Source: an optimization exercise on an open RTL-to-GDS flow (aim: small area, a short achievable clock period and few clock cycles). Production flows keep margins and buffers that such runs may drop. Only simulation tests tie the RTL to the original design; equivalence was not proved. The flow treats the clock pin as an ideal source, which a real chip does not have. Power and IR drop assume default switching activity.

## flow/constraint.sdc

```tcl
create_clock -name core_clock -period 14.0 [get_ports {clk}]
set_input_delay 2.8000 -clock core_clock [delete_from_list [all_inputs] [get_ports {clk}]]
set_output_delay 2.8000 -clock core_clock [all_outputs]
set_load 0.01 [all_outputs]
```

## flow/design.v

```verilog
module mansos_demod (
    input  wire        clk,
    input  wire        rst,           
    input  wire        start,         
    output wire        raw_re,        
    output wire [6:0]  raw_addr,
    input  wire [7:0]  raw_rdata,
    output wire        busy,
    output reg         done,          
    output reg  [2:0]  result,
    output wire [1:0]  halt_state,
    output wire [3:0]  bit_len,
    output wire [6:0]  bit_count,
    output wire [3:0]  nbytes,
    output wire [63:0] frame_out
);
    localparam [1:0] S_PRE = 2'd0, S_DELIM = 2'd1, S_DATA = 2'd2;
    localparam [2:0] R_VALID = 3'd1, R_EXHAUSTED = 3'd2, R_BAD_DELIM = 3'd3,
                     R_LENGTH = 3'd5, R_CHECKSUM = 3'd6;
    reg        run;           
    reg        boot;          
    reg        setl;          
    reg [10:0] rd;            
    reg [7:0]  ra;            
    reg [3:0]  wb;            
    reg        rv;            
    reg [31:0] win;           
    reg [3:0]  L;
    reg [1:0]  state;
    reg        pol, locked;
    reg [1:0]  cnt;
    reg [4:0]  ds;            
    reg [63:0] sr;            
    reg [6:0]  bit_idx;
    reg [2:0]  zr;
    reg [15:0] crc;
    reg        crc_pend;      
    reg [3:0]  oh_b;          
    reg [7:0]  oh_o;          
    reg        re_q;          
    assign busy       = run;
    assign halt_state = state;
    assign bit_len    = L;
    assign bit_count  = bit_idx;
    assign nbytes     = (result[2] || result == R_VALID) ? bit_idx[6:3] : 4'd0;
    genvar g;
    generate
        for (g = 0; g < 8; g = g + 1) begin : g_frame
            assign frame_out[8*g +: 8] = sr[63-8*g -: 8];
        end
    endgenerate
    assign raw_re   = re_q;
    assign raw_addr = ra[6:0];
    reg [21:0] w22;
    reg [14:0] r;
    integer q, u;
    always @* begin
        for (q = 0; q < 22; q = q + 1) begin
            w22[q] = 1'b0;
            for (u = 0; u < 4; u = u + 1)
                w22[q] = w22[q] | (oh_b[u] & win[(8*u + q) % 32]);
        end
        for (q = 0; q < 15; q = q + 1) begin
            r[q] = 1'b0;
            for (u = 0; u < 8; u = u + 1)
                r[q] = r[q] | (oh_o[u] & w22[q + u]);
        end
    end
    function [4:0] therm5(input [4:0] x);
        integer a, b;
        reg [4:0] y;
        reg hi, lo;
        begin
            y = x;
            for (a = 0; a < 5; a = a + 1)
                for (b = 0; b < 4 - a; b = b + 1) begin
                    hi = y[b] | y[b+1];
                    lo = y[b] & y[b+1];
                    y[b]   = hi;
                    y[b+1] = lo;
                end
            therm5 = y;           
        end
    endfunction
    wire [9:0] lmask;
    genvar gk;
    generate
        for (gk = 0; gk < 10; gk = gk + 1) begin : g_mask
            assign lmask[gk] = (gk < L);
        end
    endgenerate
    wire [9:0] m  = r[9:0] & lmask;
    wire [5:0] ta = {therm5(m[4:0]), 1'b1};    
    wire [5:0] tb = {therm5(m[9:5]), 1'b1};
    wire [2:0] thr = L[3:1] + {2'd0, L[0]};    
    reg vote;
    always @* begin
        case (thr)
            3'd2:    vote = ta[2] | (ta[1] & tb[1]) | tb[2];
            3'd3:    vote = ta[3] | (ta[2] & tb[1]) | (ta[1] & tb[2]) | tb[3];
            3'd4:    vote = ta[4] | (ta[3] & tb[1]) | (ta[2] & tb[2]) | (ta[1] & tb[3]) | tb[4];
            default: vote = ta[5] | (ta[4] & tb[1]) | (ta[3] & tb[2]) | (ta[2] & tb[3])
                          | (ta[1] & tb[4]) | tb[5];
        endcase
    end
    wire first = r[0];
    wire past  = r[L];
    reg [7:0] is4, ge3;
    integer i;
    always @* begin
        for (i = 0; i < 8; i = i + 1) begin
            is4[i] = (r[4+i] == pol) && (r[5+i] == pol) && (r[6+i] != pol) && (r[7+i] != pol);
            ge3[i] = ((r[4+i] == pol) && (r[5+i] == pol) && ((r[6+i] != pol) || (r[7+i] != pol)))
                  || ((r[6+i] != pol) && (r[7+i] != pol) && ((r[4+i] == pol) || (r[5+i] == pol)));
        end
    end
    wire hi31 = &rd[9:5];
    wire fast = !locked && !rd[10] && !hi31;
    reg [7:0] esel;
    always @* begin
        esel = 8'd0;
        if      (is4[0]) esel[0] = 1'b1;
        else if (is4[1]) esel[1] = 1'b1;
        else if (is4[2]) esel[2] = 1'b1;
        else if (is4[3]) esel[3] = 1'b1;
        else if (is4[4]) esel[4] = 1'b1;
        else if (ge3[0]) esel[0] = 1'b1;
        else if (ge3[1]) esel[1] = 1'b1;
        else if (ge3[2]) esel[2] = 1'b1;
        else if (ge3[3]) esel[3] = 1'b1;
        else if (ge3[4]) esel[4] = 1'b1;
        else if (fast && ge3[5]) esel[5] = 1'b1;
        else if (fast && ge3[6]) esel[6] = 1'b1;
        else if (fast && ge3[7]) esel[7] = 1'b1;
    end
    wire e_found = |esel;
    wire [4:0] dist5  = rd[4:0] - ds;
    wire [3:0] new_l  = dist5[4] ? {2'b01, dist5[3:2]} : {2'b10, dist5[3:2]};
    wire       len_ok = !(!dist5[4] && dist5[3] && dist5[2]);
    wire [4:0] lo0   = {1'b0, rd[3:0]};
    wire [6:0] hi_p1 = rd[10:4] + 7'd1;
    wire [4:0] lo_lm = lo0 + {1'b0, L} - 5'd1;
    wire [4:0] lo_l  = lo0 + {1'b0, L};
    wire [4:0] lo_lp = lo0 + {1'b0, L} + 5'd1;
    wire [4:0] lo_8  = lo0 + 5'd8;
    wire [4:0] lo_s  = lo0 + {1'b0, new_l};
    wire [4:0] lo_n  = fast ? lo0 + 5'd4 : lo0 + 5'd1;
    function [10:0] nxt(input [4:0] lo, input [10:0] cur, input [6:0] hp);
        nxt = {lo[4] ? hp : cur[10:4], lo[3:0]};
    endfunction
    wire [10:0] n_lm = nxt(lo_lm, rd, hi_p1);
    wire [10:0] n_l  = nxt(lo_l,  rd, hi_p1);
    wire [10:0] n_lp = nxt(lo_lp, rd, hi_p1);
    wire [10:0] n_8  = nxt(lo_8,  rd, hi_p1);
    wire [10:0] n_s  = nxt(lo_s,  rd, hi_p1);
    wire [10:0] n_n  = nxt(lo_n,  rd, hi_p1);
    wire [10:0] n_0  = rd;
    reg [4:0] lo_edge;
    reg [4:0] lo_j;
    integer j;
    always @* begin
        lo_edge = 5'd0;
        for (j = 0; j < 8; j = j + 1) begin
            lo_j    = lo0 + 5'd6 + j[4:0];
            lo_edge = lo_edge | ({5{esel[j]}} & lo_j);
        end
    end
    wire [10:0] n_e = {lo_edge[4] ? hi_p1 : rd[10:4], lo_edge[3:0]};
    wire [4:0]  p5  = {rd[4] ^ lo_edge[4], lo_edge[3:0]};    
    reg [7:0] m1, m2;
    always @* begin
        case (L)
            4'd4:    begin m1 = 8'b1111_0000; m2 = 8'b0000_0000; end
            4'd5:    begin m1 = 8'b1111_1000; m2 = 8'b0000_0000; end
            4'd6:    begin m1 = 8'b1111_1100; m2 = 8'b0000_0000; end
            4'd7:    begin m1 = 8'b1111_1110; m2 = 8'b0000_0000; end
            4'd9:    begin m1 = 8'b1111_1111; m2 = 8'b1000_0000; end
            4'd10:   begin m1 = 8'b1111_1111; m2 = 8'b1100_0000; end
            default: begin m1 = 8'b1111_1111; m2 = 8'b0000_0000; end
        endcase
    end
    wire c1 = |(m1 & oh_o);
    wire c2 = |(m2 & oh_o);
    wire lcarry = rd[3] ? c1 : c2;                     
    wire exh_pre = rd[10];
    wire exh_del = rd[10] || (hi31 && (rd[4:0] >= 5'd13));
    wire exh_dat = rd[10] || (hi31 && rd[4] && lcarry);
    reg  exh;
    always @* begin
        case (state)
            S_PRE:   exh = exh_pre;
            S_DELIM: exh = exh_del;
            default: exh = exh_dat;
        endcase
    end
    wire [3:0] nwin = wb - rd[6:3];                 
    wire nge1 = !nwin[3] && (nwin[2:0] != 3'd0);
    wire nge2 = !nwin[3] && (nwin[2] | nwin[1]);
    wire nge3 = !nwin[3] && (nwin[2] | (nwin[1] & nwin[0]));
    wire d_two = fast ? (oh_o[0] | oh_o[1]) : (|oh_o[4:0]);
    reg  data_ok;
    always @* begin
        case (state)
            S_PRE:   data_ok = nge1;
            S_DELIM: data_ok = d_two ? nge2 : nge3;
            default: data_ok = c2 ? nge3 : (c1 ? nge2 : nge1);
        endcase
    end
    function [15:0] crc_byte(input [15:0] c0, input [7:0] d);
        integer t;
        reg [15:0] c;
        begin
            c = c0 ^ {8'd0, d};
            for (t = 0; t < 8; t = t + 1)
                c = c[0] ? ((c >> 1) ^ 16'h8408) : (c >> 1);
            crc_byte = c;
        end
    endfunction
    wire [15:0] crc_upd = crc_byte(crc, sr[7:0]);
    wire        crc_ok  = crc_pend ? (crc_upd == 16'd0) : (crc == 16'd0);
    function [3:0] dec4(input [1:0] x);
        dec4 = 4'd1 << x;
    endfunction
    function [7:0] dec8(input [2:0] x);
        dec8 = 8'd1 << x;
    endfunction
    wire acc_start = !run && start && !rst;
    wire stepok    = run && !setl && !exh && data_ok;
    reg [10:0] n_v1, n_v0;
    always @* begin
        if (state == S_PRE) begin
            n_v1 = n_0;
            n_v0 = n_8;
        end else begin
            n_v1 = first ? n_l : (!past ? n_lm : n_lp);
            n_v0 = !first ? n_l : (past ? n_lm : n_lp);
        end
    end
    wire [10:0] n_del  = e_found ? n_e : (locked ? n_0 : n_n);
    wire [10:0] n_step = (state == S_DELIM) ? n_del : (vote ? n_v1 : n_v0);
    wire [10:0] n_w    = stepok ? n_step : ((setl && len_ok) ? n_s : n_0);
    wire [10:0] rd_w  = run ? n_w : 11'd0;
    wire       ends = setl ? !len_ok
                    : (exh || (data_ok && (
                          (state == S_DELIM && locked && !e_found)
                       || (state == S_DATA && ((zr != 3'd4) ? (bit_idx == 7'd79) : !vote)))));
    wire       run_w = acc_start || (run && !rst && !ends);
    wire [7:0] ra_w  = ra + {7'd0, raw_re};
    wire [3:0] ra_m4 = ra_w[3:0] - 4'd4;
    wire       re_w  = !run || !run_w || (!ra_w[7] && (rd_w[6:3] != ra_m4));
    wire store = (zr != 3'd4);      
    always @(posedge clk) begin
        done <= 1'b0;
        if (rst) begin
            run  <= 1'b0;
            boot <= 1'b0;
            re_q <= 1'b1;
        end else begin
            run  <= run_w;
            boot <= acc_start;
            re_q <= re_w;
            done <= run && ends;
        end
        rv <= raw_re;
        if (rv)
            win[{wb[1:0], 3'b000} +: 8] <= raw_rdata;
        rd   <= rd_w;
        oh_b <= dec4(rd_w[4:3]);
        oh_o <= dec8(rd_w[2:0]);
        if (!run_w)
            ra <= 8'd0;
        else if (!run)
            ra <= 8'd1;           
        else
            ra <= ra_w;
        if (run)
            wb <= wb + {3'b0, rv};
        else
            wb <= 4'd0;
        if (crc_pend) crc <= crc_upd;
        crc_pend <= 1'b0;
        if (!run) begin
            setl   <= 1'b0;
            pol    <= 1'b1;
            locked <= 1'b0;
            cnt    <= 2'd0;
            zr     <= 3'd0;
            crc    <= 16'd0;
        end else if (boot) begin
            L       <= 4'd8;
            state   <= S_PRE;
            bit_idx <= 7'd0;
        end else if (setl) begin
            setl <= 1'b0;
            if (len_ok) begin
                L     <= new_l;
                state <= S_DATA;
            end else begin
                result <= R_BAD_DELIM;
            end
        end else if (exh) begin
            result <= R_EXHAUSTED;
        end else if (data_ok) begin
            case (state)
            S_PRE: begin
                if (vote)
                    state <= S_DELIM;
            end
            S_DELIM: begin
                if (e_found) begin
                    pol <= ~pol;
                    if (!locked) begin
                        locked <= 1'b1;
                        ds     <= p5;
                    end else begin
                        cnt <= cnt + 2'd1;
                        if (cnt == 2'd3)
                            setl <= 1'b1;
                    end
                end else if (locked) begin
                    result <= R_BAD_DELIM;
                end
            end
            default: begin   
                zr <= vote ? 3'd0 : zr + 3'd1;
                if (store) begin
                    if (!bit_idx[6]) begin
                        sr <= {sr[62:0], vote};
                        crc_pend <= (bit_idx[2:0] == 3'd7);
                    end
                    bit_idx <= bit_idx + 7'd1;
                    if (bit_idx == 7'd79)
                        result <= R_LENGTH;
                end else if (!vote) begin
                    if (bit_idx[6:3] != 4'd8)
                        result <= R_LENGTH;
                    else if (!crc_ok)
                        result <= R_CHECKSUM;
                    else
                        result <= R_VALID;
                end
            end
            endcase
        end
    end
endmodule
```

## flow/flow/margin.txt

```
11
```

## flow/flow/run.sh

```bash
#!/bin/bash
set -euo pipefail
export REPAIR_MARGIN=$(cat flow/margin.txt)
bash standard.sh synth > log_1_synth.txt 2>&1
bash standard.sh place > log_2_place.txt 2>&1
STAGE=place openroad -no_init -exit flow/repair.tcl > log_3_repair_place.txt 2>&1
bash standard.sh cts > log_4_cts.txt 2>&1
STAGE=cts openroad -no_init -exit flow/repair.tcl > log_5_repair_cts.txt 2>&1
bash standard.sh > log_6_finish.txt 2>&1
```

## flow/standard.sh

```bash
#!/bin/bash
# synth_recipe.tcl (not shown) runs the flow's synth.tcl, then flattens the netlist and writes it again
# the make line also repeats each setting of config.mk as NAME=value (left out here)
make -C /OpenROAD-flow-scripts/flow DESIGN_CONFIG=/design/flow/config.mk WORK_HOME=/design/flow/orfs CLKGATE_MAP_FILE= SYNTH_SCRIPT=/design/flow/synth_recipe.tcl "${@:-finish}"
```

## flow/config.mk

```make
export PLATFORM = sky130hd
export DESIGN_NAME = mansos_demod
export DESIGN_NICKNAME = mansos_demod
export VERILOG_FILES = /design/flow/design.v
export SDC_FILE = /design/flow/constraint.sdc
export NUM_CORES = 4
export LEC_CHECK = 0
export ABC_AREA = 1
export CAP_MARGIN = 20
export CORE_MARGIN = 2
export CORE_UTILIZATION = 40
export SLEW_MARGIN = 20
```

## flow/flow/repair.tcl

```tcl
# Setup repair at a tighter slack target on the placed (or clock-tree)
# database, then legalize; written back in place for the next ORFS step.
set res [pwd]/orfs/results/sky130hd/mansos_demod/base
set stage $::env(STAGE)
if { $stage == "place" } {
  set odb 3_place.odb
  set sdc 3_place.sdc
} else {
  set odb 4_cts.odb
  set sdc 4_cts.sdc
}
read_liberty $::env(FLOW_HOME)/platforms/sky130hd/lib/sky130_fd_sc_hd__tt_025C_1v80.lib
read_db $res/$odb
read_sdc $res/$sdc
source $::env(FLOW_HOME)/platforms/sky130hd/setRC.tcl
set_dont_use [get_lib_cells {sky130_fd_sc_hd__probe* sky130_fd_sc_hd__lpflow*}]
if { $stage == "cts" } {
  set_propagated_clock [all_clocks]
}
estimate_parasitics -placement
report_design_area
report_worst_slack -max
report_worst_slack -min
repair_timing -setup -setup_margin $::env(REPAIR_MARGIN) -skip_gate_cloning -verbose
detailed_placement
estimate_parasitics -placement
if { $stage == "cts" } {
  repair_timing -hold -hold_margin 0.05 -verbose
  detailed_placement
  estimate_parasitics -placement
}
check_placement
report_design_area
report_worst_slack -max
report_worst_slack -min
write_db $res/$odb
```

==> metrics.yaml, run 1 <==
route:
  antenna_left: 0
  routed_wl_mm: 45.12
  drtIter0Drc: 1246
  vias: 13980
  vias_per_cell: 5.308
  drt_first_pass_iters: 6
  detail_route.wl_per_cell_um: 17.13
  route.detailed.drc: 0
worst_setup_path:
  required_ps: 11200
  crit_path_max_incr_delay_ps: 400
  startpoint_type: "flop"
  cp_slowest_cell: "edfxtp_1"
  cp_cell_sequence: "inv_1 -> a21oi_2 -> nor2_1 -> clkbuf_2"
  crit_type: "flop to output port"
  end_kind: "output port"
  worstPathMaxFanout: 4
  crit_arrival_ps: 1310
floorplan:
  start_util_pct: 40.92
  io_pins: 105
  die_w_um: 186.9
  coreArea_um2: 32700
  dieHeight_um: 186.9
  dieArea_um2: 34930
  rows: 66
sta:
  period_needed_ps: 4115
  slew_headroom_pct: 32.38
  timing_hold_violations_final: 0
  fin_tns_setup_ps: 0
  fin_skew_ps: 18.81
  tightestPinTransition_ps: 1013
  maxSlewViolCount: 0
  rsz0062_at_grt: "false"
  max_freq_mhz: 243.0
  fin_crit_sh_pct: 29.39
  setup_violations: 0
clock_tree:
  clk_latency_ps: 470
  h-tree-depth: 4
  clk_pin_slew_worst_paths_ps: 70
  cts.sinks: 182
  hold_buffers: 0
  clockBufferDepth: 2
  post_cts_buffers: 0
  cts_tree: "yes"
  cts_resized: 0
  cts_root_buf: "clkbuf_16"
  numCtsBuffers: 17
global_routing:
  track_usage_pct: 25.66
  grt_overflow: 0
  first_global_vias: 13760
  grt_first_pass_wirelength_mm: 72.04
  grt_max_degree: 34
  antenna_found_initial: 0
logic_synthesis:
  syn_nets: 1956
  synth_simple_gate_area_share_pct: 33.76
  syn_inst: 1892
  synth-compound-area-share_pct: 11.84
  synthXorXnorAreaFrac_pct: 4.058
  synth_seq_area_share_pct: 35.98
  ys_ff_latch: 182
  syn-cell-area_um2: 13380
  ys_types: 67
  synth-adder-area-share_pct: 5.124
  synth_mux_area_share_pct: 0.07480
  ys_warn_count: 1
  syn_area_per_cell_um2: 7.073
  synth_top_family_by_area: "simple AND/OR/NAND/NOR gates"
layout:
  final_cell_mix: "nand2_1 (471), inv_1 (168), buf_4 (163)"
  diodes: 0
  mostFrequentLayoutCell: "nand2_1"
  instances_no_fill: 2634
  final_nets: 2243
  area_delta_synth_final_pct: 38.60
  drive_above_1_share_pct: 38.00
pwr:
  leakage_nw: 8.374
  peakVddDrop_mv: 0.1349
  power-per-cell-area_nw_per_um2: 218.3
hold_path:
  hp-class: "flop to flop"
placed_design:
  routabilityCongestion: 0.9074
  dp_hpwl_mm: 29.24
  dp_cells: 2381
  port_buffers: 104
run:
  maxCapViolCount: 0
outcome:
  status: "finished clean"
-- power by group --
group,leakage (nW),switching (mW),internal (mW)
Clock,0.285,0.239,0.253
Combinational,6.43,1.67,1.09
Sequential,1.66,0.116,0.676
-- cells in the mapped netlist (all sizes together) --
library cell	instances	share of area (%)
o21a	3	0.18
clkinv	6	0.18
a21oi	64	2.5
o211a	1	0.075
dfxtp	65	9.7
edfxtp	117	26
ha	50	4.7
buf	35	1.6
nor3	20	0.79
o32ai	1	0.065
nand3	115	4.6
nand3b	3	0.17
o2111a	1	0.084
o221ai	2	0.13
nor2	196	6.8
a21o	4	0.22
a31oi	5	0.23
and2	1	0.047
nand2	650	20
nor3b	1	0.056
nor4	5	0.35
o311ai	1	0.065
a221oi	1	0.065
a21boi	1	0.056
o21ai	129	4.9
fa	3	0.45
o31ai	1	0.056
o22ai	28	1.3
xnor2	22	1.4
clkbuf	26	0.73
inv	235	6.6
o211ai	19	1.1
nand4	19	0.89
a31o	1	0.065
or2	10	0.47
mux2i	1	0.075
a221o	2	0.15
a22oi	3	0.17
o2111ai	3	0.24
a211oi	1	0.056
xor2	40	2.6
o21bai	1	0.056
-- layer usage --
metal / track usage [%] / part of all wire (%) / up-vias
met4: 10.35 / 3.6 / 0
met1: 33.56 / 43 / 6539
met5: 0 / 0 / -
met3: 4.728 / 7.5 / 113
met2: 41.88 / 46 / 622
li1: - / - / 6707
-- registers in the layout, indices dropped and copies added, names as in the netlist, 5 cells and up --
name,count
bit_idx,7
crc,16
ds,5
oh_o,8
ra,8
rd,11
sr,64
win,32
-- metrics by stage --
step | setup slack, ps | hold WS [ps] | area [µm²] | utilization [%] | power (mW)
2_1_floorplan | 6954 | 397.0 | 13380 | - | 2.111
3_3_place_gp | 9802 | 423.2 | 14690 | 44.93 | 2.536
3_5_place_dp | 9648 | 421.7 | 14700 | 44.95 | 2.550
4_1_cts | 9875 | 455.1 | 17550 | 53.66 | 3.833
5_1_grt | 9792 | 465.5 | 18550 | 56.71 | 4.288
6_report | 9885 | 452.0 | 18550 | 56.71 | 4.049
-- area by class of cell --
class	count	area (µm²)
clock buffers	17	425.4
fillers	2940	14150
repair buffers	329	2748
flip-flops and latches	182	4878
well taps	442	553.0
clock inverters	15	166.4
multi-input cells	1408	8776
inverters	241	999.7
-- worst max-delay path: cells and delay by family, from the launching register on --
family / cells / cell delay [ps]
AO/OA/AOI/OAI: 1 / 200
buffers and inverters: 2 / 200
flip-flops: 1 / 400
AND/OR/NAND/NOR: 1 / 60
-- kinds of logic (layout without fill, tap and decap cells) --
kind of cell               count (synthesis)  after routing
buffers and inverters                    302            602
and+or+nand+nor                         1020           1020
AOI/OAI and AO/OA                        272            272
DFF                                      182            182
xor gates and xnor gates                  62             62
adders and majority gates                 53             53
muxes                                      1              1
-- worst paths after layout --
kind / start / to / slack (ps) / cells after the start
hold reg to reg: sr[42] / sr[43] / 450 / 0
setup reg to reg: L[1] / re_q / 10480 / 27
setup / recovery: result[1] / nbytes[1] / 9890 / 4
hold / removal: sr[42] / sr[43] / 450 / 0
Testbench counts, summed over its fixed seeds: cycles 36,561.
==> inputs of run 2 (changes only) <==
==> flow/flow/margin.txt (replaced) <==
9
--- a/flow/config.mk
+++ b/flow/config.mk
@@ -5,7 +5,6 @@
 export SDC_FILE = /design/flow/constraint.sdc
 export NUM_CORES = 4
 export LEC_CHECK = 0
-export ABC_AREA = 1
 export CAP_MARGIN = 20
 export CORE_MARGIN = 2
 export CORE_UTILIZATION = 40
==> run 2 against run 1 <==
- still clean on timing, DRC and antenna
- area after synthesis decreased by 5.5%
- via count decreased by 19%
- sequential cell count unchanged
- sequential power increased by 13%
- routed wire length decreased by 20%
- clock skew decreased by 3.9 ps
- critical path type is now flop to flop
- largest power group unchanged
- highest routed layer unchanged
==> metrics.yaml, run 2 <==
outcome:
  status: "finished clean"
worst_setup_path:
  crit_buf_inv: 0  # -2
  end_kind: "flop"
  startpoint_type: "flop"
  worstSetupPathDepth: 16  # +12
  crit_top_cell: "a211o_1"
  required_ps: 14340  # +3140 ps
  crit_type: "flop to flop"
  crit_path_max_incr_delay_ps: 550  # +150 ps
  worstPathMaxFanout: 9  # +5
  crit_arrival_ps: 5380  # +4070 ps
  crit_family: "compound AO/OA/AOI/OAI gates"
  cp_slowest_cell: "nor2_1"
  reg2reg_depth: 16  # -41%
  cp_cell_sequence: "a22o_4 -> o21ai_0 -> nand4_1 -> nor2_1 -> nor3_1 -> a211o_1 -> a221o_1 -> nor4b_1 -> a211oi_1 -> o2111a_2 -> mux2_4 -> o221a_4 -> xnor2_4 -> nor3b_1 -> a211o_1 -> o41ai_2"
global_routing:
  grt_use_met3_pct: 3.229  # -1.5 points
  track_usage_pct: 21.93  # -3.7 points
  grt_first_pass_wirelength_mm: 58.46  # -19%
  met2_usage_pct: 34.67  # -7.2 points
  grt_busiest_layer: "met2"
  grt_overflow: 0  # unchanged
  first_global_vias: 10660  # -23%
  antenna_found_initial: 0  # unchanged
  grt_max_degree: 66  # +94%
  grtUsageMet1_pct: 30.90  # -2.7 points
hold_path:
  whs_path_depth: 0  # unchanged
  hp-class: "flop to flop"
sta:
  hold_ws_ps: 387.8  # -64.20 ps
  rsz0062_at_grt: "false"
  fin_crit_sh_pct: 36.04  # +6.6 points
  fin_tns_setup_ps: 0  # unchanged
  slew_headroom_pct: 33.58  # +1.2 points
  period_needed_ps: 5045  # +930.6 ps
  timing_hold_violations_final: 0  # unchanged
  max_freq_mhz: 198.2  # -18%
  maxSlewViolCount: 0  # unchanged
  setup_violations: 0  # unchanged
  fin_skew_ps: 14.90  # -3.915 ps
  tightestPinTransition_ps: 988.7  # -24.42 ps
layout:
  final_nets: 1569  # -30%
  area_delta_synth_final_pct: 17.10
  mostFrequentLayoutCell: "o21ai_0"
  drive_above_1_share_pct: 9.025  # -29 points
  largest_register: "sr"
  final_cell_mix: "o21ai_0 (170), edfxtp_1 (117), nand2_1 (106)"
  diodes: 0  # unchanged
  largest_register_ffs: 64  # unchanged
logic_synthesis:
  syn_inst: 1431  # -24%
  async_reset_ff_share_pct: 0  # unchanged
  synth_common_cells: "o21ai_0 (170), edfxtp_1 (117), nand2_1 (107), nor2_1 (105), inv_1 (76)"
  syn-cell-area_um2: 12650  # -5.5%
  synth_most_common_cell: "o21ai_0"
  synth_largest_area_cell: "edfxtp_1"
  synth_seq_area_share_pct: 38.07  # +2.1 points
  ys_types: 96  # +43%
  synth_ff_type: "edfxtp_1"
  synth_edf_count: 117  # unchanged
  syn_area_per_cell_um2: 8.839  # +25%
  syn_nets: 1495  # -24%
  yosys.area.top_type_share_pct: 27.78  # +1.5 points
  ys_ff_latch: 182  # unchanged
  synth_area_leaders: "edfxtp_1 (28%), dfxtp_1 (10%), o21ai_0 (6.7%), ha_1 (4.9%), a22o_1 (3.7%)"
  ys_warn_count: 1  # unchanged
run:
  maxCapViolCount: 0  # unchanged
pwr:
  peakVddDrop_mv: 0.1144  # -15%
  power-per-cell-area_nw_per_um2: 245.4  # +12%
  p_total_mw: 3.635  # -10%
  leakage_nw: 5.377  # -36%
route:
  routed_wl_mm: 36.22  # -20%
  drt_first_pass_iters: 5  # -1
  drtIter0Drc: 1067  # -14%
  antenna_left: 0  # unchanged
  route.detailed.drc: 0  # unchanged
  vias_per_cell: 5.924  # +12%
  vias: 11370  # -19%
  detail_route.wl_per_cell_um: 18.86  # +10%
clock_tree:
  clockBufferDepth: 2  # unchanged
  cts_resized: 0  # unchanged
  numCtsBuffers: 17  # unchanged
  cts_root_buf: "clkbuf_16"
  hold_buffers: 0  # unchanged
  post_cts_buffers: 0  # unchanged
  clk_latency_ps: 440  # -30 ps
  cts.sinks: 182  # unchanged
  clk_pin_slew_worst_paths_ps: 70  # about the same
  h-tree-depth: 4  # unchanged
  cts_tree: "yes"
floorplan:
  dieArea_um2: 33060  # -5.4%
  die_w_um: 181.8  # -2.7%
  coreArea_um2: 31310  # -4.3%
  start_util_pct: 40.40  # -0.52 points
  dieHeight_um: 181.8  # -2.7%
  rows: 65  # -1.5%
  io_pins: 105  # unchanged
placed_design:
  port_buffers: 104  # unchanged
  routabilityCongestion: 0.8935  # -1.5%
  dp_hpwl_mm: 26.05  # -11%
==> run 2: cell count changes after synthesis, moves of 41 or more <==
cell / delta
inv_1: -111
nand3_1: -63
a22o_1: +53
o21ai_0: +63
nor2_1: -60
nand2_2: -41
nand2_1: -492
inv_2: -45
==> run 2: where the power goes <==
| part | internal [mW] | switching (mW) |
|---|---|---|
| clock | 0.277 | 0.229 |
| combinational | 0.860 | 1.38 |
| sequential | 0.728 | 0.164 |
| total | 1.87 | 1.77 |
==> run 2: kinds of logic after synthesis <==
family	count (synthesis)	share of synthesized area, %
buffers and inverters	160	5.361
AO/OA/AOI/OAI	477	25.40
adder cells (fa/ha/maj)	58	5.827
flip-flops	182	38.07
multiplexers	27	2.196
XOR/XNOR	72	5.134
AND/OR/NAND/NOR	455	18.01
==> run 2: layout make-up <==
cell class              count  area (µm²)
repair buffers            134        1266
clock buffers              18       439.2
multi-input cells        1089        7286
inverters                  81       304.0
flip-flops and latches    182        4831
well taps                 402       503.0
fillers                  2979       16500
clock inverters            14       182.7
==> run 2: per-stage QoR <==
step | utilization (%) | std cells | worst slack, ps | cell area [µm²]
2_1_floorplan | - | 1431 | 4667 | 12650
3_3_place_gp | 44.50 | 1872 | 8399 | 13930
3_5_place_dp | 44.50 | 1872 | 8152 | 13930
4_1_cts | 47.22 | 1919 | 8958 | 14780
5_1_grt | 47.30 | 1920 | 8430 | 14810
6_report | 47.30 | 1920 | 8955 | 14810
==> run 2: final timing paths <==
check,start,end,slack (ps)
setup / recovery,win[5],re_q,8950
hold / removal,re_q,rv,390
setup reg to reg,win[5],re_q,8950
hold reg to reg,re_q,rv,390
==> run 2: metal layers <==
layer | vias to the layer above | wire, µm | part of all wire [%]
met5 | - | 0 | 0
met1 | 5487 | 17220 | 48
met2 | 349 | 16610 | 46
li1 | 5497 | - | -
met4 | 0 | 634 | 1.8
met3 | 41 | 1754 | 4.8
==> inputs of run 3 (changes only) <==
--- a/flow/flow/run.sh
+++ b/flow/flow/run.sh
@@ -1,6 +1,6 @@
 #!/bin/bash
 set -euo pipefail
-export REPAIR_MARGIN=$(cat flow/margin.txt)
+export REPAIR_MARGIN="$(cat flow/margin.txt)"
 bash standard.sh synth > log_1_synth.txt 2>&1
 bash standard.sh place > log_2_place.txt 2>&1
 STAGE=place openroad -no_init -exit flow/repair.tcl > log_3_repair_place.txt 2>&1
==> flow/flow/margin.txt (replaced) <==
11 10
--- a/flow/flow/repair.tcl
+++ b/flow/flow/repair.tcl
@@ -21,7 +21,13 @@
 report_design_area
 report_worst_slack -max
 report_worst_slack -min
-repair_timing -setup -setup_margin $::env(REPAIR_MARGIN) -skip_gate_cloning -verbose
+if { $stage == "place" } {
+  set margin [lindex $::env(REPAIR_MARGIN) 0]
+} else {
+  set margin [lindex $::env(REPAIR_MARGIN) 1]
+}
+# -repair_tns 0: work on the worst path only, which sets the period
+repair_timing -setup -setup_margin $margin -repair_tns 0 -skip_gate_cloning -verbose
 detailed_placement
 estimate_parasitics -placement
 if { $stage == "cts" } {
--- a/flow/config.mk
+++ b/flow/config.mk
@@ -5,6 +5,7 @@
 export SDC_FILE = /design/flow/constraint.sdc
 export NUM_CORES = 4
 export LEC_CHECK = 0
+export ABC_AREA = 1
 export CAP_MARGIN = 20
 export CORE_MARGIN = 2
 export CORE_UTILIZATION = 40
==> run 3 against run 2 <==
- core utilization is 1.1 points higher
- setup slack better by 930 ps
- area after synthesis is 5.8% higher
- sequential power is about 10% lower
- die area is 5.7% higher
- largest cell class unchanged
==> metrics.yaml, run 3 <==
hold_path:
  whs_path_depth: 0  # unchanged
  hold_path.startpoint: "re_q"
  hold_path_end: "rv"
  hp-class: "flop to flop"
global_routing:
  antenna_found_initial: 0  # unchanged
  track_usage_pct: 22.51  # +0.57 points
  grt_max_degree: 36  # -45%
  grt_overflow: 0  # unchanged
  first_global_vias: 11920  # +12%
  grt_first_pass_wirelength_mm: 63.03  # +7.8%
logic_synthesis:
  synth_ff_type: "edfxtp_1"
  ys_warn_count: 1  # unchanged
  synth_seq_area_share_pct: 35.98  # -2.1 points
  yosys.area.top_type_share_pct: 26.26  # -1.5 points
  synth_largest_area_cell: "edfxtp_1"
  syn-cell-area_um2: 13380  # +5.8%
  ys_ff_latch: 182  # unchanged
  synth_common_cells: "nand2_1 (599), inv_1 (187), nor2_1 (165), edfxtp_1 (117), nand3_1 (109)"
  syn_inst: 1892  # +32%
  synth_edf_count: 117  # unchanged
  async_reset_ff_share_pct: 0  # unchanged
  synth_most_common_cell: "nand2_1"
  syn_area_per_cell_um2: 7.073  # -20%
  ys_types: 67  # -30%
  syn_nets: 1956  # +31%
  synth_area_leaders: "edfxtp_1 (26%), nand2_1 (17%), dfxtp_1 (9.7%), inv_1 (5.2%), ha_1 (4.7%)"
placed_design:
  port_buffers: 104  # unchanged
  dp_hpwl_mm: 29.24  # +12%
  routabilityCongestion: 0.9074  # +1.6%
  dp_cells: 2381  # +27%
floorplan:
  dieHeight_um: 186.9  # +2.8%
  coreArea_um2: 32700  # +4.4%
  die_w_um: 186.9  # +2.8%
  io_pins: 105  # unchanged
  start_util_pct: 40.92  # +0.52 points
  dieArea_um2: 34930  # +5.7%
  rows: 66  # +1.5%
layout:
  area_delta_synth_final_pct: 18.40
  mostFrequentLayoutCell: "nand2_1"
  largest_register: "sr"
  num-fill-cells: 3232  # +8.5%
  final_nets: 2049  # +31%
  diodes: 0  # unchanged
  final_cell_mix: "nand2_1 (593), inv_1 (182), nor2_1 (161)"
  instances_no_fill: 2440  # +27%
  drive_above_1_share_pct: 12.96  # +3.9 points
  largest_register_ffs: 64  # unchanged
sta:
  setup_violations: 0  # unchanged
  max_freq_mhz: 243.2  # +23%
  fin_crit_sh_pct: 29.37  # -6.7 points
  fin_skew_ps: 13.47  # -1.430 ps
  timing_hold_violations_final: 0  # unchanged
  maxSlewViolCount: 0  # unchanged
  slew_headroom_pct: 30.87  # -2.7 points
  tightestPinTransition_ps: 1036  # +47.07 ps
  fin_tns_setup_ps: 0  # unchanged
  period_needed_ps: 4111  # -933.9 ps
  rsz0062_at_grt: "false"
worst_setup_path:
  crit_type: "flop to output port"
  cp_cell_sequence: "inv_1 -> a21oi_2 -> nor2_1 -> clkbuf_2"
  crit_buf_inv: 2  # +2
  crit_path_max_incr_delay_ps: 400  # -150 ps
  cp_slowest_cell: "edfxtp_1"
  worstSetupPathDepth: 4  # -12
  crit_family: "flip-flops"
  reg2reg_depth: 18  # +2
  worstPathMaxFanout: 4  # -5
  startpoint_type: "flop"
  reg2reg_from: "state[1]"
  end_kind: "output port"
  required_ps: 11200  # -3140 ps
  rr_endpoint: "re_q"
  crit_arrival_ps: 1310  # -4070 ps
  rrSetupSlack_ps: 10280  # +1330 ps
clock_tree:
  h-tree-depth: 4  # unchanged
  clk_latency_ps: 460  # +20 ps
  cts_root_buf: "clkbuf_16"
  post_cts_buffers: 0  # unchanged
  clk_pin_slew_worst_paths_ps: 70  # about the same
  cts_resized: 0  # unchanged
  cts.sinks: 182  # unchanged
  hold_buffers: 0  # unchanged
  numCtsBuffers: 17  # unchanged
  clockBufferDepth: 2  # unchanged
  cts_tree: "yes"
route:
  antenna_left: 0  # unchanged
  drtIter0Drc: 1227  # +15%
  vias: 12730  # +12%
  detail_route.wl_per_cell_um: 16.24  # -14%
  drt_first_pass_iters: 6  # +1
  route.detailed.drc: 0  # unchanged
  routed_wl_mm: 39.63  # +9.4%
  vias_per_cell: 5.216  # -12%
pwr:
  leakage_nw: 7.853  # +46%
  power-per-cell-area_nw_per_um2: 195.4  # -20%
  peakVddDrop_mv: 0.1041  # -9.1%
outcome:
  status: "finished clean"
run:
  maxCapViolCount: 0  # unchanged
==> run 3: metrics by stage <==
step           util, %  instance area (µm²)  power, mW  setup WS, ps  hold WS, ps
5_1_grt          48.45                15840      3.337          9796        442.6
6_report         48.45                15840      3.095          9889        414.2
4_1_cts          48.45                15840      3.077          9872        432.6
3_5_place_dp     44.95                14700      2.550          9648        421.7
2_1_floorplan        -                13380      2.111          6954        397.0
3_3_place_gp     44.93                14690      2.536          9802        423.2
==> run 3: area by class of cell <==
| class | count | area [µm²] | share of cell area (%) |
|---|---|---|---|
| inverters | 241 | 925.9 | 5.844 |
| repair buffers | 135 | 1509 | 9.524 |
| clock inverters | 14 | 140.1 | 0.8845 |
| flip-flops and latches | 182 | 4843 | 30.57 |
| multi-input cells | 1408 | 7443 | 46.98 |
| clock buffers | 18 | 429.2 | 2.709 |
| well taps | 442 | 553.0 | 3.490 |
==> run 3: routing by layer <==
metal	vias up	share of wire, %	global-route usage (%)
li1	6312	-	-
met1	5817	46	30.74
met2	522	44	35.83
met3	76	7.1	4.071
met4	0	2.6	7.723
met5	-	0	0
==> run 3: power breakdown <==
part / switching [mW] / leakage (nW) / internal [mW]
clock: 0.236 / 0.270 / 0.236
combinational: 1.23 / 5.93 / 0.589
sequential: 0.125 / 1.66 / 0.674
total: 1.60 / 7.85 / 1.50
==> run 3: cell families after synthesis <==
| kind of cell | count (synthesis) | share of synthesized area (%) |
|---|---|---|
| AND/OR/NAND/NOR | 1020 | 33.76 |
| buffers and inverters | 302 | 9.163 |
| AO/OA/AOI/OAI | 272 | 11.84 |
| flip-flops | 182 | 35.98 |
| XOR/XNOR | 62 | 4.058 |
| adder cells (fa/ha/maj) | 53 | 5.124 |
| multiplexers | 1 | 0.07480 |
==> run 3: worst reg2reg max path, stage by stage (launching register included) <==
cell      delay, ps
edfxtp_1        480
buf_4           240
nor2_1          490
inv_1           420
o211a_1         220
a21oi_1         210
nand2_1         130
inv_1           120
nand3_2         230
nor2_2          320
nand3_1         170
nand2_1         160
nand2_1          60
nand2_1          50
nand2_1          50
nor2_1           80
nand3_1          80
nand2_1          70
inv_1            30
==> run 3: worst max-delay path by stage <==
stage	start	slack (ps)	end
floorplan	wb[0]	6950	sr[0]
finish	result[1]	9890	nbytes[2]
global route	result[1]	9800	nbytes[2]
global placement	rd[1]	9800	rd[9]
CTS	result[0]	9870	nbytes[2]
detailed placement	oh_b[1]	9650	re_q
==> inputs of run 4 (changes only) <==
--- a/flow/design.v
+++ b/flow/design.v
@@ -11,7 +11,7 @@
     output wire [1:0]  halt_state,
     output wire [3:0]  bit_len,
     output wire [6:0]  bit_count,
-    output wire [3:0]  nbytes,
+    output reg  [3:0]  nbytes,
     output wire [63:0] frame_out
 );
     localparam [1:0] S_PRE = 2'd0, S_DELIM = 2'd1, S_DATA = 2'd2;
@@ -42,7 +42,6 @@
     assign halt_state = state;
     assign bit_len    = L;
     assign bit_count  = bit_idx;
-    assign nbytes     = (result[2] || result == R_VALID) ? bit_idx[6:3] : 4'd0;
     genvar g;
     generate
         for (g = 0; g < 8; g = g + 1) begin : g_frame
@@ -287,6 +286,7 @@
             zr     <= 3'd0;
             crc    <= 16'd0;
         end else if (boot) begin
+            nbytes  <= 4'd0;
             L       <= 4'd8;
             state   <= S_PRE;
             bit_idx <= 7'd0;
@@ -329,9 +329,12 @@
                         crc_pend <= (bit_idx[2:0] == 3'd7);
                     end
                     bit_idx <= bit_idx + 7'd1;
-                    if (bit_idx == 7'd79)
+                    if (bit_idx == 7'd79) begin
                         result <= R_LENGTH;
+                        nbytes <= 4'd10;
+                    end
                 end else if (!vote) begin
+                    nbytes <= bit_idx[6:3];
                     if (bit_idx[6:3] != 4'd8)
                         result <= R_LENGTH;
                     else if (!crc_ok)
==> run 4 against run 3 <==
- register-to-register slack improved by 130 ps
- combinational power grew 25%
- via count grew 0.37%
==> metrics.yaml, run 4 <==
clock_tree:
  clk_latency_ps: 450  # about the same
  hold_buffers: 0  # unchanged
  cts_resized: 0  # unchanged
  post_cts_buffers: 0  # unchanged
  cts.sinks: 186  # +2.2%
  cts_root_buf: "clkbuf_16"
  clockBufferDepth: 2  # unchanged
  numCtsBuffers: 17  # unchanged
  h-tree-depth: 4  # unchanged
  cts_tree: "yes"
  clk_pin_slew_worst_paths_ps: 80  # about the same
worst_setup_path:
  required_ps: 11200  # about the same
  rr_endpoint: "re_q"
  rrSetupSlack_ps: 10410  # +130 ps
  crit_buf_inv: 1  # -1
  crit_type: "flop to output port"
  cp_cell_sequence: "dlymetal6s2s_1"
  worstPathMaxFanout: 2  # -2
  crit_path_max_incr_delay_ps: 480  # +80 ps
  crit_family: "flip-flops"
  startpoint_type: "flop"
  reg2reg_depth: 27  # +9
  cp_slowest_cell: "edfxtp_1"
  crit_arrival_ps: 1150  # -160 ps
  reg2reg_from: "win[2]"
  end_kind: "output port"
logic_synthesis:
  synth_seq_area_share_pct: 36.50  # +0.52 points
  syn_inst: 1910  # +0.95%
  synth_common_cells: "nand2_1 (607), inv_1 (201), nor2_1 (164), edfxtp_1 (121), nand3_1 (114)"
  yosys.area.top_type_share_pct: 26.87  # +0.62 points
  syn-cell-area_um2: 13520  # +1.0%
  synth_area_leaders: "edfxtp_1 (27%), nand2_1 (17%), dfxtp_1 (9.6%), inv_1 (5.6%), nor2_1 (4.6%)"
  syn_nets: 1973  # +0.87%
  synth_largest_area_cell: "edfxtp_1"
  ys_ff_latch: 186  # +2.2%
  synth_most_common_cell: "nand2_1"
  synth_ff_type: "edfxtp_1"
  ys_warn_count: 1  # unchanged
  syn_area_per_cell_um2: 7.079  # about the same
  async_reset_ff_share_pct: 0  # unchanged
  ys_types: 55  # -18%
  synth_edf_count: 121  # +3.4%
sta:
  rsz0062_at_grt: "false"
  fin_crit_sh_pct: 28.22  # -1.1 points
  timing_hold_violations_final: 0  # unchanged
  setup_violations: 0  # unchanged
  finalWorstSetupSlack_ps: 10050  # +160.2 ps
  period_needed_ps: 3951  # -160.2 ps
  fin_skew_ps: 26.84  # +13.37 ps
  maxSlewViolCount: 0  # unchanged
  tightestPinTransition_ps: 1002  # -33.75 ps
  max_freq_mhz: 253.1  # +4.1%
  fin_tns_setup_ps: 0  # unchanged
  slew_headroom_pct: 32.95  # +2.1 points
placed_design:
  dp_hpwl_mm: 29.26  # about the same
  routabilityCongestion: 0.8970  # -1.1%
  dp_cells: 2404  # +0.97%
  port_buffers: 104  # unchanged
  post-place-ws_ps: 9007  # -641.0 ps
layout:
  final_cell_mix: "nand2_1 (588), inv_1 (196), nor2_1 (141)"
  final_nets: 2081  # +1.6%
  instances_no_fill: 2480  # +1.6%
  largest_register: "sr"
  num-fill-cells: 3284  # +1.6%
  area_delta_synth_final_pct: 22.08
  mostFrequentLayoutCell: "nand2_1"
  fin_util_pct: 49.35  # +0.90 points
  largest_register_ffs: 64  # unchanged
  drive_above_1_share_pct: 14.77  # +1.8 points
global_routing:
  track_usage_pct: 22.40  # -0.11 points
  grt_overflow: 0  # unchanged
  grt_max_degree: 65  # +81%
  first_global_vias: 11980  # +0.54%
  grt_first_pass_wirelength_mm: 63.27  # +0.38%
  antenna_found_initial: 1  # +1
hold_path:
  whs_path_depth: 0  # unchanged
  hold_path.startpoint: "re_q"
  hp-class: "flop to flop"
  hold_path_end: "rv"
route:
  detail_route.wl_per_cell_um: 16.02  # -1.4%
  route.detailed.drc: 0  # unchanged
  drtIter0Drc: 950  # -23%
  drt_first_pass_iters: 6  # unchanged
  antenna_left: 0  # unchanged
  vias_per_cell: 5.151  # -1.2%
  routed_wl_mm: 39.72  # +0.23%
  vias: 12770  # +0.37%
run:
  maxCapViolCount: 0  # unchanged
floorplan:
  dieHeight_um: 187.9  # +0.51%
  start_util_pct: 40.42  # -0.50 points
  io_pins: 105  # unchanged
  dieArea_um2: 35290  # +1.0%
  rows: 67  # +1.5%
  die_w_um: 187.9  # +0.51%
  coreArea_um2: 33450  # +2.3%
pwr:
  power-per-cell-area_nw_per_um2: 219.8  # +12%
  leakage_nw: 8.037  # +2.3%
  p_total_mw: 3.628  # +17%
  peakVddDrop_mv: 0.1356  # +30%
outcome:
  status: "finished clean"
==> run 4: per-layer routing <==
layer	wire (µm)	GRT usage, %	up-vias	share of wire (%)
met1	18700	31.33	5916	47
li1	-	-	6409	-
met3	2501	4.454	75	6.3
met5	0	0	-	0
met2	17410	34.16	374	44
met4	1117	8.419	0	2.8
==> run 4: cells by family after synthesis <==
group	Yosys count	synth area share, %
compound gates	268	11.34
xor+xnor	66	4.275
fa+ha+maj	52	4.979
buf+inv	303	8.995
flops	186	36.50
simple gates	1035	33.92
==> run 4: how the worst max path moves through the flow <==
stage / start / endpoint / slack, ps / cells after the start
floorplan: L[0] / sr[0] / 8790 / 15
global placement: oh_b[3] / re_q / 9180 / 27
detailed placement: oh_b[0] / re_q / 9010 / 27
CTS: L[0] / bit_len[0] / 10030 / 1
global route: bit_idx[4] / bit_count[4] / 10010 / 1
finish: L[1] / bit_len[1] / 10050 / 1
==> run 4: area by class of cell <==
type,instances,area [µm²],area share [%]
Antenna cell,1,2.502,0.01516
Multi-Input combinational cell,1421,7727,46.82
Sequential cell,186,4966,30.09
Inverter,241,923.4,5.594
Timing Repair Buffer,151,1682,10.19
Tap cell,448,560.5,3.396
Clock buffer,17,425.4,2.577
Clock inverter,15,219.0,1.327
==> run 4: metrics by stage <==
step / hold slack [ps] / area, µm²
2_1_floorplan: 397.0 / 13520
3_3_place_gp: 417.3 / 14850
3_5_place_dp: 398.9 / 14850
4_1_cts: 413.9 / 16500
5_1_grt: 424.6 / 16500
6_report: 416.1 / 16510
==> run 4: power by group <==
part / switching (mW) / internal (mW)
registers: 0.131 / 0.699
clock network: 0.261 / 0.254
logic: 1.50 / 0.783
total: 1.89 / 1.74
Testbench counts of run 4, summed over its fixed seeds: cycles 36,561.
==> inputs of run 5 (changes only) <==
==> flow/flow/margin.txt (replaced) <==
10.2 10.05
==> run 5 against run 4 <==
- clock skew is 10 ps lower
- setup slack got worse by 320 ps
- maximum frequency is 7.4% lower
- final cell count fell by 1.2%
- highest routed layer unchanged
- die area did not move
- routed wire length shrank 2.7%
- non-clock buffer count is 30 lower
- sequential share of layout area grew 1.5 points
- clock power barely moved
- count of clock-buffer cells in the layout unchanged
- worst hold slack better by 0.78 ps
- sequential power about the same
==> metrics.yaml, run 5 <==
worst_setup_path:
  crit_start: "bit_idx[1]"
  crit_buf_inv: 1  # unchanged
  worstPathMaxFanout: 3  # +1
  crit_end: "bit_count[1]"
  cp_slowest_cell: "clkdlybuf4s50_1"
  startpoint_type: "flop"
  end_kind: "output port"
  required_ps: 11200  # about the same
  crit_arrival_ps: 1470  # +320 ps
  rrSetupSlack_ps: 9770  # -640 ps
  crit_path_max_incr_delay_ps: 570  # +90 ps
  worstSetupPathDepth: 1  # unchanged
  crit_family: "buffers and inverters"
  reg2reg_from: "rd[1]"
  cp_cell_sequence: "clkdlybuf4s50_1"
  crit_type: "flop to output port"
  rr_endpoint: "re_q"
  reg2reg_depth: 20  # -26%
clock_tree:
  cts.sinks: 186  # unchanged
  cts_tree: "yes"
  numCtsBuffers: 17  # unchanged
  clk_latency_ps: 450  # about the same
  clk_pin_slew_worst_paths_ps: 80  # about the same
  h-tree-depth: 4  # unchanged
  hold_buffers: 0  # unchanged
  post_cts_buffers: 0  # unchanged
  cts_resized: 0  # unchanged
  clockBufferDepth: 2  # unchanged
  cts_root_buf: "clkbuf_16"
sta:
  rsz0062_at_grt: "false"
  period_needed_ps: 4267  # +315.4 ps
  setup_violations: 0  # unchanged
  fin_crit_sh_pct: 30.48  # +2.3 points
  fin_tns_setup_ps: 0  # unchanged
  timing_hold_violations_final: 0  # unchanged
  hold_ws_ps: 416.9  # +0.7830 ps
  max_freq_mhz: 234.4  # -7.4%
  fin_skew_ps: 16.63  # -10.21 ps
  tightestPinTransition_ps: 799.4  # -202.6 ps
  slew_headroom_pct: 46.71  # +14 points
  maxSlewViolCount: 0  # unchanged
logic_synthesis:
  ys_types: 55  # unchanged
  synth_area_leaders: "edfxtp_1 (27%), nand2_1 (17%), dfxtp_1 (9.6%), inv_1 (5.6%), nor2_1 (4.6%)"
  synth_seq_area_share_pct: 36.50  # unchanged
  synth_largest_area_cell: "edfxtp_1"
  syn-cell-area_um2: 13520  # unchanged
  synth-adder-area-share_pct: 4.979  # unchanged
  synth_top_family_by_area: "simple AND/OR/NAND/NOR gates"
  async_reset_ff_share_pct: 0  # unchanged
  ys_ff_latch: 186  # unchanged
  syn_inst: 1910  # unchanged
  synth_simple_gate_area_share_pct: 33.92  # unchanged
  synth_common_cells: "nand2_1 (607), inv_1 (201), nor2_1 (164), edfxtp_1 (121), nand3_1 (114)"
  synth_ff_type: "edfxtp_1"
  synth_mux_area_share_pct: 0  # unchanged
  syn_nets: 1973  # unchanged
  synth-compound-area-share_pct: 11.34  # unchanged
  syn_area_per_cell_um2: 7.079  # unchanged
  synth_edf_count: 121  # unchanged
  ys_warn_count: 1  # unchanged
  yosys.area.top_type_share_pct: 26.87  # unchanged
  synth_most_common_cell: "nand2_1"
  synthXorXnorAreaFrac_pct: 4.275  # unchanged
layout:
  mostFrequentLayoutCell: "nand2_1"
  final_cell_mix: "nand2_1 (606), inv_1 (199), nor2_1 (162)"
  largest_register_ffs: 64  # unchanged
  fin_util_pct: 46.73  # -2.6 points
  num-fill-cells: 3358  # +2.3%
  drive_above_1_share_pct: 10.09  # -4.7 points
  area_delta_synth_final_pct: 15.60
  largest_register: "sr"
  final_nets: 2051  # -1.4%
  post-route-cell-area_um2: 15630  # -5.3%
floorplan:
  start_util_pct: 40.42  # unchanged
  die_w_um: 187.9  # unchanged
  rows: 67  # unchanged
  io_pins: 105  # unchanged
  coreArea_um2: 33450  # unchanged
  dieHeight_um: 187.9  # unchanged
  dieArea_um2: 35290  # unchanged
pwr:
  peakVddDrop_mv: 0.1222  # -9.9%
  power-per-cell-area_nw_per_um2: 219.0  # -0.36%
  leakage_nw: 7.003  # -13%
route:
  drt_first_pass_iters: 5  # -1
  antenna_left: 0  # unchanged
  drtIter0Drc: 965  # +1.6%
  vias: 12640  # -1.0%
  routed_wl_mm: 38.65  # -2.7%
  detail_route.wl_per_cell_um: 15.77  # -1.5%
  route.detailed.drc: 0  # unchanged
  vias_per_cell: 5.160  # +0.18%
run:
  maxCapViolCount: 0  # unchanged
global_routing:
  antenna_found_initial: 1  # unchanged
  grt_first_pass_wirelength_mm: 61.61  # -2.6%
  grt_max_degree: 65  # unchanged
  first_global_vias: 11710  # -2.3%
  grt_overflow: 0  # unchanged
  track_usage_pct: 21.82  # -0.58 points
placed_design:
  port_buffers: 104  # unchanged
  dp_hpwl_mm: 29.26  # unchanged
  post_dp_cell_area_um2: 14850  # unchanged
  routabilityCongestion: 0.8970  # unchanged
outcome:
  status: "finished clean"
hold_path:
  hp-class: "flop to flop"
-- run 5: changes by cell type in the layout (fill, tap and decap cells not counted), moves of 8 or more --
cell,previous run,this run
clkdlybuf4s50_1,0,101
dlymetal6s2s_1,102,3
buf_4,42,17
nor2_1,141,162
nand2_1,588,606
nor2_4,23,10
nand2_2,59,47
dfxtp_1,50,61
nor2_2,30,22
-- run 5: area by class of cell --
class / count / area (µm²) / share of cell area (%)
clock inverter: 15 / 219.0 / 1.401
sequential: 186 / 4940 / 31.60
clock buffer: 17 / 425.4 / 2.722
multi-input combinational: 1421 / 7395 / 47.31
timing repair buffer: 121 / 1176 / 7.525
inverter: 241 / 912.1 / 5.836
antenna: 1 / 2.502 / 0.01601
tap: 448 / 560.5 / 3.586
-- run 5: stage by stage --
step / power (mW) / worst slack [ps] / cells
floorplan: 2.366 / 8793 / 1910
global placement: 2.850 / 9176 / 2404
detailed placement: 2.867 / 9007 / 2404
CTS: 3.403 / 9358 / 2440
global route: 3.702 / 9317 / 2449
finish: 3.423 / 9733 / 2450
-- run 5: power by group --
| part | leakage, nW | internal (mW) | switching [mW] |
|---|---|---|---|
| sequential | 1.63 | 0.696 | 0.136 |
| clock | 0.314 | 0.254 | 0.262 |
| combinational | 5.06 | 0.668 | 1.41 |
| total | 7.00 | 1.62 | 1.80 |
-- run 5: kinds of logic after synthesis --
logic type | count (synthesis)
xor+xnor | 66
fa+ha+maj | 52
simple gates | 1035
flops | 186
compound gates | 268
buf+inv | 303
-- run 5: worst min-delay path by stage --
stage / start / endpoint / slack (ps) / cells past startpoint
after floorplan: re_q / rv / 400 / 0
after global placement: re_q / rv / 420 / 0
after global routing: re_q / rv / 430 / 0
after CTS: re_q / rv / 420 / 0
after detailed placement: re_q / rv / 400 / 0
final: re_q / rv / 420 / 0
-- run 5: per-layer routing --
metal / global-route usage [%] / up-vias / part of all wire [%]
met5: 0 / - / 0
met4: 8.116 / 0 / 2.8
met3: 4.436 / 71 / 6.4
met2: 33.39 / 408 / 43
met1: 30.40 / 5817 / 48
li1: - / 6346 / -
==> inputs of run 6 (changes only) <==
--- a/flow/config.mk
+++ b/flow/config.mk
@@ -8,5 +8,5 @@
 export ABC_AREA = 1
 export CAP_MARGIN = 20
 export CORE_MARGIN = 2
-export CORE_UTILIZATION = 40
+export CORE_UTILIZATION = 55
 export SLEW_MARGIN = 20
==> run 6 against run 5 <==
- final cell count shrank 5.1%
- clock skew is 3.8 ps higher
- die area decreased by 27%
- sequential power decreased by 0.7%
- via count rose by 0.36%
- critical endpoint is now frame_out[56]
- still clean on timing, DRC and antenna
- sequential share of layout area is 0.40 points higher
==> metrics.yaml, run 6 <==
outcome:
  status: "finished clean"
pwr:
  p_total_mw: 3.399  # -0.69%
  peakVddDrop_mv: 0.2027  # +66%
  power-per-cell-area_nw_per_um2: 220.3  # +0.58%
  leakage_nw: 6.957  # -0.65%
layout:
  final_nets: 2050  # -0.049%
  seqCellArea_um2: 4940  # unchanged
  num-fill-cells: 2251  # -33%
  mostFrequentLayoutCell: "nand2_1"
  largest_register: "sr"
  final_cell_mix: "nand2_1 (605), inv_1 (199), nor2_1 (162)"
  largest_register_ffs: 64  # unchanged
  diodes: 0  # -1
  drive_above_1_share_pct: 10.05  # -0.045 points
  multi_input_area_um2: 7390  # about the same
  instances_no_fill: 2324  # -5.1%
  area_delta_synth_final_pct: 14.14
sta:
  period_needed_ps: 4246  # -20.22 ps
  fin_crit_sh_pct: 30.33  # -0.14 points
  maxSlewViolCount: 0  # unchanged
  hold_ws_ps: 416.4  # -0.4930 ps
  rsz0062_at_grt: "false"
  max_freq_mhz: 235.5  # +0.48%
  fin_skew_ps: 20.38  # +3.755 ps
  setup_violations: 0  # unchanged
  tightestPinTransition_ps: 844.5  # +45.15 ps
  slew_headroom_pct: 43.63  # -3.1 points
  fin_tns_setup_ps: 0  # unchanged
  timing_hold_violations_final: 0  # unchanged
route:
  detail_route.wl_per_cell_um: 16.27  # +3.2%
  vias_per_cell: 5.460  # +5.8%
  antenna_left: 0  # unchanged
  drt_first_pass_iters: 6  # +1
  routed_wl_mm: 37.81  # -2.2%
  drtIter0Drc: 1176  # +22%
  route.detailed.drc: 0  # unchanged
  vias: 12690  # +0.36%
floorplan:
  rows: 57  # -15%
  dieArea_um2: 25850  # -27%
  die_w_um: 160.8  # -14%
  start_util_pct: 55.76  # +15 points
  coreArea_um2: 24250  # -28%
  dieHeight_um: 160.8  # -14%
  io_pins: 105  # unchanged
logic_synthesis:
  synth_ff_type: "edfxtp_1"
  syn_nets: 1973  # unchanged
  synth_largest_area_cell: "edfxtp_1"
  ys_types: 55  # unchanged
  syn_area_per_cell_um2: 7.079  # unchanged
  synth_mux_area_share_pct: 0  # unchanged
  synth_top_family_by_area: "simple AND/OR/NAND/NOR gates"
  synth-compound-area-share_pct: 11.34  # unchanged
  syn_inst: 1910  # unchanged
  async_reset_ff_share_pct: 0  # unchanged
  ys_ff_latch: 186  # unchanged
  synthXorXnorAreaFrac_pct: 4.275  # unchanged
  synth_seq_area_share_pct: 36.50  # unchanged
  synth_simple_gate_area_share_pct: 33.92  # unchanged
  synth-adder-area-share_pct: 4.979  # unchanged
  ys_warn_count: 1  # unchanged
  synth_common_cells: "nand2_1 (607), inv_1 (201), nor2_1 (164), edfxtp_1 (121), nand3_1 (114)"
  synth_most_common_cell: "nand2_1"
  synth_area_leaders: "edfxtp_1 (27%), nand2_1 (17%), dfxtp_1 (9.6%), inv_1 (5.6%), nor2_1 (4.6%)"
  synth_edf_count: 121  # unchanged
  syn-cell-area_um2: 13520  # unchanged
  yosys.area.top_type_share_pct: 26.87  # unchanged
global_routing:
  grt_overflow: 0  # unchanged
  antenna_found_initial: 0  # -1
  first_global_vias: 11520  # -1.6%
  track_usage_pct: 29.07  # +7.3 points
  grt_max_degree: 62  # -4.6%
  grt_first_pass_wirelength_mm: 60.37  # -2.0%
worst_setup_path:
  worstPathMaxFanout: 3  # unchanged
  end_kind: "output port"
  crit_family: "buffers and inverters"
  cp_slowest_cell: "clkdlybuf4s50_1"
  rrSetupSlack_ps: 9770  # about the same
  crit_arrival_ps: 1450  # -20 ps
  crit_path_max_incr_delay_ps: 570  # about the same
  crit_type: "flop to output port"
  rr_endpoint: "re_q"
  reg2reg_depth: 19  # -5.0%
  cp_cell_sequence: "clkdlybuf4s50_1"
  crit_buf_inv: 1  # unchanged
  reg2reg_from: "rd[4]"
  required_ps: 11200  # about the same
  startpoint_type: "flop"
hold_path:
  hp-class: "flop to flop"
  hold_path.startpoint: "re_q"
  hold_path_end: "rv"
  whs_path_depth: 0  # unchanged
clock_tree:
  cts_root_buf: "clkbuf_16"
  clockBufferDepth: 2  # unchanged
  clk_latency_ps: 440  # about the same
  cts_tree: "yes"
  post_cts_buffers: 0  # unchanged
  cts_resized: 0  # unchanged
  numCtsBuffers: 17  # unchanged
  hold_buffers: 0  # unchanged
  clk_pin_slew_worst_paths_ps: 80  # about the same
  cts.sinks: 186  # unchanged
  h-tree-depth: 4  # unchanged
placed_design:
  port_buffers: 104  # unchanged
  dp_hpwl_mm: 28.19  # -3.7%
  dp_cells: 2280  # -5.2%
  routabilityCongestion: 0.9772  # +8.9%
run:
  maxCapViolCount: 0  # unchanged
==> run 6: worst max path at each step <==
stage	from	to	slack, ps	cells past startpoint
2_1_floorplan	L[0]	sr[0]	8790	15
3_5_place_dp	oh_b[1]	re_q	9260	27
5_1_grt	win[7]	re_q	9450	26
4_1_cts	L[3]	bit_len[3]	9440	1
3_3_place_gp	oh_b[2]	re_q	9380	27
6_report	sr[0]	frame_out[56]	9750	1
==> run 6: per-layer routing <==
layer | global-route usage (%) | vias up | wire length (µm)
met3 | 4.778 | 54 | 3017
met4 | 6.981 | 0 | 624
met2 | 44.83 | 474 | 16680
met1 | 42.86 | 5812 | 17490
li1 | - | 6348 | -
met5 | 0 | - | 0
==> run 6: through the flow <==
step | setup slack, ps | instance area (µm²) | util [%]
after floorplan | 8793 | 13520 | -
after global placement | 9383 | 14690 | 60.59
after detailed placement | 9257 | 14690 | 60.59
after CTS | 9441 | 15380 | 63.42
after global routing | 9455 | 15430 | 63.64
final | 9754 | 15430 | 63.64
==> run 6: cells by family (layout without fill, tap and decap cells) <==
kind of cell    after synthesis  count (layout)
xor+xnor                     66              66
fa+ha+maj                    52              52
compound gates              268             268
simple gates               1035            1035
flops                       186             186
buf+inv                     303             393
==> run 6: cell type report <==
class | instances | share of cell area [%]
timing repair buffer | 120 | 7.540
clock buffer | 19 | 2.943
tap | 324 | 2.627
clock inverter | 13 | 1.062
multi-input combinational | 1421 | 47.88
inverter | 241 | 5.935
sequential | 186 | 32.01
==> run 6: report_power, final <==
part	leakage, nW	switching, mW	internal [mW]
logic	5.03	1.40	0.668
registers	1.63	0.130	0.696
clock network	0.299	0.247	0.253
==> inputs of run 7 (changes only) <==
==> flow/flow/margin.txt (replaced) <==
10.6 10.3
==> run 7 against run 6 <==
- global-route usage grew 0.70 points
- largest power group unchanged
- power rose by 0.81%
- register-to-register slack improved by 330 ps
- clock skew is 2.4 ps lower
- first-iteration DRC count rose by 7.1%
- setup slack gained 340 ps
- sequential share of layout area decreased by 0.83 points
- critical path type is now flop to flop
- critical path depth up 24
==> metrics.yaml, run 7 <==
logic_synthesis:
  synth_largest_area_cell: "edfxtp_1"
  yosys.area.top_type_share_pct: 26.87  # unchanged
  ys_types: 55  # unchanged
  ys_warn_count: 1  # unchanged
  synth_seq_area_share_pct: 36.50  # unchanged
  synth_edf_count: 121  # unchanged
  synth_common_cells: "nand2_1 (607), inv_1 (201), nor2_1 (164), edfxtp_1 (121), nand3_1 (114)"
  syn_inst: 1910  # unchanged
  ys_ff_latch: 186  # unchanged
  syn_nets: 1973  # unchanged
  synth_most_common_cell: "nand2_1"
  synth_area_leaders: "edfxtp_1 (27%), nand2_1 (17%), dfxtp_1 (9.6%), inv_1 (5.6%), nor2_1 (4.6%)"
  syn_area_per_cell_um2: 7.079  # unchanged
  async_reset_ff_share_pct: 0  # unchanged
pwr:
  seqPwrFrac_pct: 24.1  # -0.2 points
  peakVddDrop_mv: 0.2218  # +9.4%
  leakage_nw: 7.852  # +13%
  power-per-cell-area_nw_per_um2: 215.8  # -2.0%
  power_report.internal_total_mw: 1.630  # +0.78%
clock_tree:
  cts_tree: "yes"
  cts.sinks: 186  # unchanged
  clockBufferDepth: 2  # unchanged
  clk_latency_ps: 440  # about the same
  cts_root_buf: "clkbuf_16"
  hold_buffers: 0  # unchanged
  cts_resized: 0  # unchanged
sta:
  timing_hold_violations_final: 0  # unchanged
  period_needed_ps: 3905  # -341.7 ps
  fin_skew_ps: 18.02  # -2.361 ps
  maxSlewViolCount: 0  # unchanged
  tightestPinTransition_ps: 890.8  # +46.22 ps
  slew_headroom_pct: 40.55  # -3.1 points
  setup_violations: 0  # unchanged
  hold_ws_ps: 397.6  # -18.81 ps
  fin_crit_sh_pct: 27.89  # -2.4 points
floorplan:
  coreArea_um2: 24250  # unchanged
  dieHeight_um: 160.8  # unchanged
  io_pins: 105  # unchanged
  dieArea_um2: 25850  # unchanged
  start_util_pct: 55.76  # unchanged
  die_w_um: 160.8  # unchanged
worst_setup_path:
  startpoint_type: "flop"
  required_ps: 14320  # +3120 ps
  crit_arrival_ps: 4230  # +2780 ps
  end_kind: "flop"
  reg2reg_depth: 25  # +6
route:
  vias_per_cell: 5.464  # about the same
  detail_route.wl_per_cell_um: 16.60  # +2.0%
  antenna_left: 0  # unchanged
  vias: 12800  # +0.85%
  drtIter0Drc: 1259  # +7.1%
  route.detailed.drc: 0  # unchanged
placed_design:
  dp_hpwl_mm: 28.19  # unchanged
  routabilityCongestion: 0.9772  # unchanged
  post_dp_cell_area_um2: 14690  # unchanged
  dp_cells: 2280  # unchanged
  port_buffers: 104  # unchanged
layout:
  fin_util_pct: 65.47  # +1.8 points
  num-fill-cells: 2191  # -2.7%
  post-route-cell-area_um2: 15880  # +2.9%
  seqCellArea_um2: 4950  # +0.20%
  drive_above_1_share_pct: 11.89  # +1.8 points
  area_delta_synth_final_pct: 17.42
  instances_no_fill: 2342  # +0.77%
global_routing:
  antenna_found_initial: 0  # unchanged
  grt_max_degree: 62  # unchanged
  track_usage_pct: 29.77  # +0.70 points
  grt_first_pass_wirelength_mm: 61.74  # +2.3%
hold_path:
  hp-class: "flop to flop"
  whs_path_depth: 0  # unchanged
outcome:
  status: "finished clean"
[run 7: cell types whose count changed in the layout (fill, tap and decap cells not counted), sizes merged]
| cell | change |
|---|---|
| clkinv | -1 |
| clkdlybuf4s50 | -99 |
| dlymetal6s2s | +96 |
| buf | +18 |
| clkbuf | +3 |
| inv | +1 |
[run 7: area by class of cell]
cell class | count | area share, %
Clock inverter | 13 | 1.001
Inverter | 241 | 5.769
Sequential cell | 186 | 31.18
Clock buffer | 19 | 2.861
Multi-Input combinational cell | 1421 | 47.01
Timing Repair Buffer | 138 | 9.623
Tap cell | 324 | 2.554
[run 7: critical path, cell delays in order, from the launching register on]
cell and delay (ps):
edfxtp_1 440, buf_4 180, buf_4 130, ha_1 330, a21oi_1 100, or2_2 270, nand2_1 210, inv_1 90
nand3_1 120, nand2_1 70, nand2_1 290, inv_1 170, o21ai_1 260, inv_1 70, a21oi_1 140, o21ai_0 100
a21oi_1 150, nand2_1 70, nand3_1 100, nand2_1 100, inv_2 70, nand2_1 60, nand2_1 60, nand3_1 80
nor2_2 100, a21oi_2 50
[run 7: layer usage]
layer / vias to the layer above / routed length [µm] / global-route usage [%]
li1: 6389 / - / -
met1: 5889 / 18140 / 43.55
met2: 470 / 17260 / 46.14
met3: 48 / 2842 / 4.778
met4: 0 / 643 / 7.711
met5: - / 0 / 0
[run 7: kinds of logic after synthesis]
family	Yosys count	share of synthesized area [%]
simple gates	1035	33.92
buf+inv	303	8.995
compound gates	268	11.34
flops	186	36.50
xor+xnor	66	4.275
fa+ha+maj	52	4.979
[run 7: stage by stage]
step           power (mW)  setup WS (ps)
3_3_place_gp        2.818           9383
2_1_floorplan       2.366           8793
5_1_grt             3.686           9685
4_1_cts             3.392           9785
6_report            3.426          10100
3_5_place_dp        2.852           9257
[run 7: path summary, 6_finish.rpt]
| kind | start | end | slack (ps) |
|---|---|---|---|
| max | L[2] | re_q | 10100 |
| min | re_q | rv | 400 |
| max reg2reg | L[2] | re_q | 10100 |
| min reg2reg | re_q | rv | 400 |
[run 7: power groups by stage]
stage               Sequential, mW  Combinational, mW  Clock (mW)
floorplan                    0.773               1.59           0
global placement             0.835               1.98           0
detailed placement           0.836               2.02           0
CTS                          0.823               2.06       0.506
global route                 0.836               2.32       0.526
finish                       0.827               2.10       0.499

Setup slack of run 7, layout unchanged: 10.095 ns with ideal ports, 10.067 ns with driving cells assumed (clock clkbuf_16, inputs buf_2), 10.095 ns with port delays also shifted by the 0.480 ns mid clock arrival.
